This design comes from an exercise in tuning for a short achievable clock period and few clock cycles per item on the open sky130 flow, not from production work.
Function was checked by simulation only, so behaviour that the tests miss may differ from the original.
No activity file was given, so power comes from the tool's default toggle rates.

== gamma ==
==> flow/design.v (excerpt) <==
module bitpack_codec (
    input  wire       clk,
    input  wire       rst,
    input  wire       enc_in_valid,
    output wire       enc_in_ready,
    input  wire       enc_in_end,
    input  wire [7:0] enc_in_data,
    output wire       enc_out_valid,
    input  wire       enc_out_ready,
    output wire [7:0] enc_out_data,
    output wire       enc_done,
    output wire       enc_collision,
    input  wire       dec_in_valid,
    output wire       dec_in_ready,
    input  wire       dec_in_eof,
    input  wire [7:0] dec_in_data,
    output wire       dec_out_valid,
    input  wire       dec_out_ready,
    output wire [7:0] dec_out_data,
    output wire       dec_done,
    output wire [2:0] dec_status
);
For scale: roughly 2900 cells after synthesis, roughly 880 flip-flops, about 50 I/O pins, roughly 40000 µm² of cells after synthesis.
clock: 6.0 ns
lec_check: 0
cap_margin: 20
core_margin: 2
core_utilization: 40
setup_slack_margin: 3.4
slew_margin: 20
tns_end_percent: 100
run.sh (not shown) runs the stock make flow with config.mk's settings and CLKGATE_MAP_FILE= SYNTH_SCRIPT=/design/flow/synth_recipe.tcl, a recipe that flattens the netlist after the stock synthesis.
gamma ran to completion and came out clean on the timing, DRC and antenna checks.
Testbench counts of gamma, summed over its fixed seeds: cycles 55,685, items 54,748.
### gamma -> alpha
--- a/flow/design.v
+++ b/flow/design.v
@@ -328,48 +328,45 @@
     reg        lne;         
     reg  [3:0] t_m;         
     reg  [7:0] p0, p1;
     reg        s0v, s1v;
     reg  [7:0] s0d, s1d;
     reg        done;
     wire [7:0] opt0, opt1, opt2, opt3;
     bitshift_option_deriver u_odr (
         .od_in(p1), .opt0(opt0), .opt1(opt1), .opt2(opt2), .opt3(opt3)
     );
-    reg  [3:0] t_h;         
-    wire [3:0] hf    = fne ? fq[0] : t_h;
-    wire       hv    = fne || (t_v && t_m[0]);
+    wire [3:0] hf    = fq[0];
     wire [1:0] h_op  = hf[3:2];
     wire [1:0] h_sel = hf[1:0];
     wire       h_lit = (h_op == OP_LIT);
     wire [7:0] hl    = lq[0];
-    wire       ex    = hv && (!h_lit || lne) && !s1v;
-    wire       fpq   = hv && h_lit && !lne && !s1v;
+    wire       ex    = fne && (!h_lit || lne) && !s1v;
     reg  [7:0] xb;
     always @(*) begin
         case (h_op)
             OP_LIT:  xb = hl;
             OP_REP2: xb = p0;
             OP_REP1: xb = p1;
             default: case (h_sel)
                 2'd0:    xb = opt0;
                 2'd1:    xb = opt1;
                 2'd2:    xb = opt2;
                 default: xb = opt3;
             endcase
         endcase
     end
     wire       mv    = s0v && out_ready;
     wire       lpop  = ex && h_lit;
     wire [4:0] fsum  = fc + {2'b00, t_n & {3{t_v}}};
-    wire [4:0] fc_n  = exf ? fsum - 5'd1 : fsum;
-    wire       fne_n = exf ? (fsum > 5'd1) : (fsum != 5'd0);
+    wire [4:0] fc_n  = ex ? fsum - 5'd1 : fsum;
+    wire       fne_n = ex ? (fsum > 5'd1) : (fsum != 5'd0);
     assign out_valid  = !(rst || s0n);
     assign out_data   = s0d;
     assign dec_done   = done;
     assign dec_status = status;
     reg        stop_n;
     reg  [2:0] st_n;
     always @(*) begin
         stop_n = 1'b0;
         st_n   = ST_NONE;
         if (take) begin
@@ -380,60 +377,56 @@
             end else begin
                 if (in_eof)        begin stop_n = 1'b1; st_n = ST_EOF_LIT; end
                 else if (udp)      begin stop_n = 1'b1; st_n = ST_UNDEF_REF; end
             end
         end
     end
     wire       tok_ctl = take && is_ctl && !in_eof && !is_snt;
     wire       tok_lit = take && !is_ctl && !in_eof;
     wire [3:0] lm_n    = tok_ctl ? p_lm : (tok_lit ? lm_dec : lm);
     wire       ctl_n   = tok_ctl ? !(g0 || g1 || g2 || g3) : (tok_lit ? (lm_dec == 4'd0) : is_ctl);
-    wire       fp      = fpq && tok_lit && (!s0v || mv);
-    wire       exf     = ex || fp;
-    wire       lpush   = tok_lit && !fp;
     wire [4:0] lc_p    = lpop ? lc - 5'd1 : lc;
-    wire [4:0] lc_n    = lpush ? lc_p + 5'd1 : lc_p;
-    wire       lne_n   = lpush || (lpop ? (lc > 5'd1) : (lc != 5'd0));
+    wire [4:0] lc_n    = tok_lit ? lc_p + 5'd1 : lc_p;
+    wire       lne_n   = tok_lit || (lpop ? (lc > 5'd1) : (lc != 5'd0));
     reg  [3:0] fq_d [0:DF-1];
     always @(*) begin : fqd
         integer jj, ii;
         reg hit;
         for (jj = 0; jj < DF; jj = jj + 1) begin
-            fq_d[jj] = (exf && jj < DF - 1) ? fq[jj+1] : fq[jj];
+            fq_d[jj] = (ex && jj < DF - 1) ? fq[jj+1] : fq[jj];
             hit = 1'b0;
             for (ii = 0; ii < 4; ii = ii + 1) begin
-                if (!hit && t_m[ii] && (exf ? (fc == jj + 1 - ii) : (fc == jj - ii))) begin
+                if (!hit && t_m[ii] && (ex ? (fc == jj + 1 - ii) : (fc == jj - ii))) begin
                     fq_d[jj] = t_f[15-4*ii -: 4];
                     hit = 1'b1;
                 end
             end
         end
     end
     integer j;
     always @(posedge clk) begin
         t_c     <= in_data;
         t_sp    <= sp;
         t_m     <= p_m & {4{tok_ctl}};
-        t_h     <= sp ? {OP_MODP, s0} : {s0, (s0 == OP_MODP) ? s1 : 2'b00};
         for (j = 0; j < DF; j = j + 1) begin
             fq[j] <= fq_d[j];
             if (lpop ? (lc == j + 1) : (lc == j))
                 lq[j] <= in_data;
             else if (lpop && j < DF - 1)
                 lq[j] <= lq[j+1];
         end
-        if (exf) begin
+        if (ex) begin
             p0 <= p1;
-            p1 <= fp ? in_data : xb;
+            p1 <= xb;
         end
         if (!s0v || mv)
-            s0d <= s1v ? s1d : (fp ? in_data : xb);
+            s0d <= s1v ? s1d : xb;
         if (ex)
             s1d <= xb;
         rst_q <= rst;
         if (rst) begin
             nrdy    <= 1'b0;
             stopped <= 1'b0;
             status  <= ST_NONE;
             lm      <= 4'd0;
             udp     <= 1'b0;
             sp      <= 1'b0;
@@ -461,22 +454,22 @@
             s0v     <= 1'b0;
             s0n     <= 1'b1;
             s1v     <= 1'b0;
             done    <= 1'b0;
         end else begin
             fc  <= fc_n;
             fne <= fne_n;
             lc  <= lc_n;
             lne <= lne_n;
             if (!s0v || mv) begin
-                s0v <= s1v || exf;
-                s0n <= !(s1v || exf);
+                s0v <= s1v || ex;
+                s0n <= !(s1v || ex);
                 s1v <= 1'b0;
             end else if (ex) begin
                 s1v <= 1'b1;
             end
             if (stopped && !t_v && (!fne || (h_lit && !lne)) && !s1v && (!s0v || mv))
                 done <= 1'b1;
         end
         if (rst) begin
             s0v  <= 1'b0;
             s0n  <= 1'b1;
Notes after the runs:
- Between alpha and gamma, switching component of the power is lower for alpha, gamma comes in above that.
- alpha ends up with a relative contribution of the clock network to total power that is 3.0 points higher than in gamma.
- [alpha] number of cells produced by synthesis fell 0.90% relative to gamma
- Going from gamma to alpha, number of CTS-inserted buffers now sits lower; cell total after placement now sits lower.
- Any difference in width of the die between alpha and gamma is small enough to ignore.
- On alpha: routed wire length is 6200 µm lower than what gamma gave.
- gamma was larger in final cell area than alpha.
- Distinct cell type count of the synthesized netlist: alpha vs gamma up 1
Testbench counts of alpha, summed over its fixed seeds: cycles 55,811, items 54,748.

port drivers added, routing unchanged:
Ports are ideal in the flow. The routed layouts listed here were re-timed in OpenROAD. Step 1: set_driving_cell puts a clkbuf_16 on clk and a buf_2 on each other input, an assumption about the parent block. Step 2 adds t to the input delays and takes it off the output delays; t is the mean of the earliest and latest rising clock arrival at the registers after step 1. Input paths then give back, and output paths get back, about the clock's delay inside the block. Slacks: ideal / step 1 / step 2; pairs: ideal / step 1.
run | t, ns | slack for setup (ns) | pins driven straight from the clock port
gamma | 0.724 | 2.992 / 3.020 / 2.296 | 1
alpha | 0.726 | 3.278 / 3.231 / 2.691 | 1
After both steps every run listed still meets setup and hold. The setup slack of gamma, which loses most, moves by +0.028 ns with the drivers and by -0.696 ns with both steps.
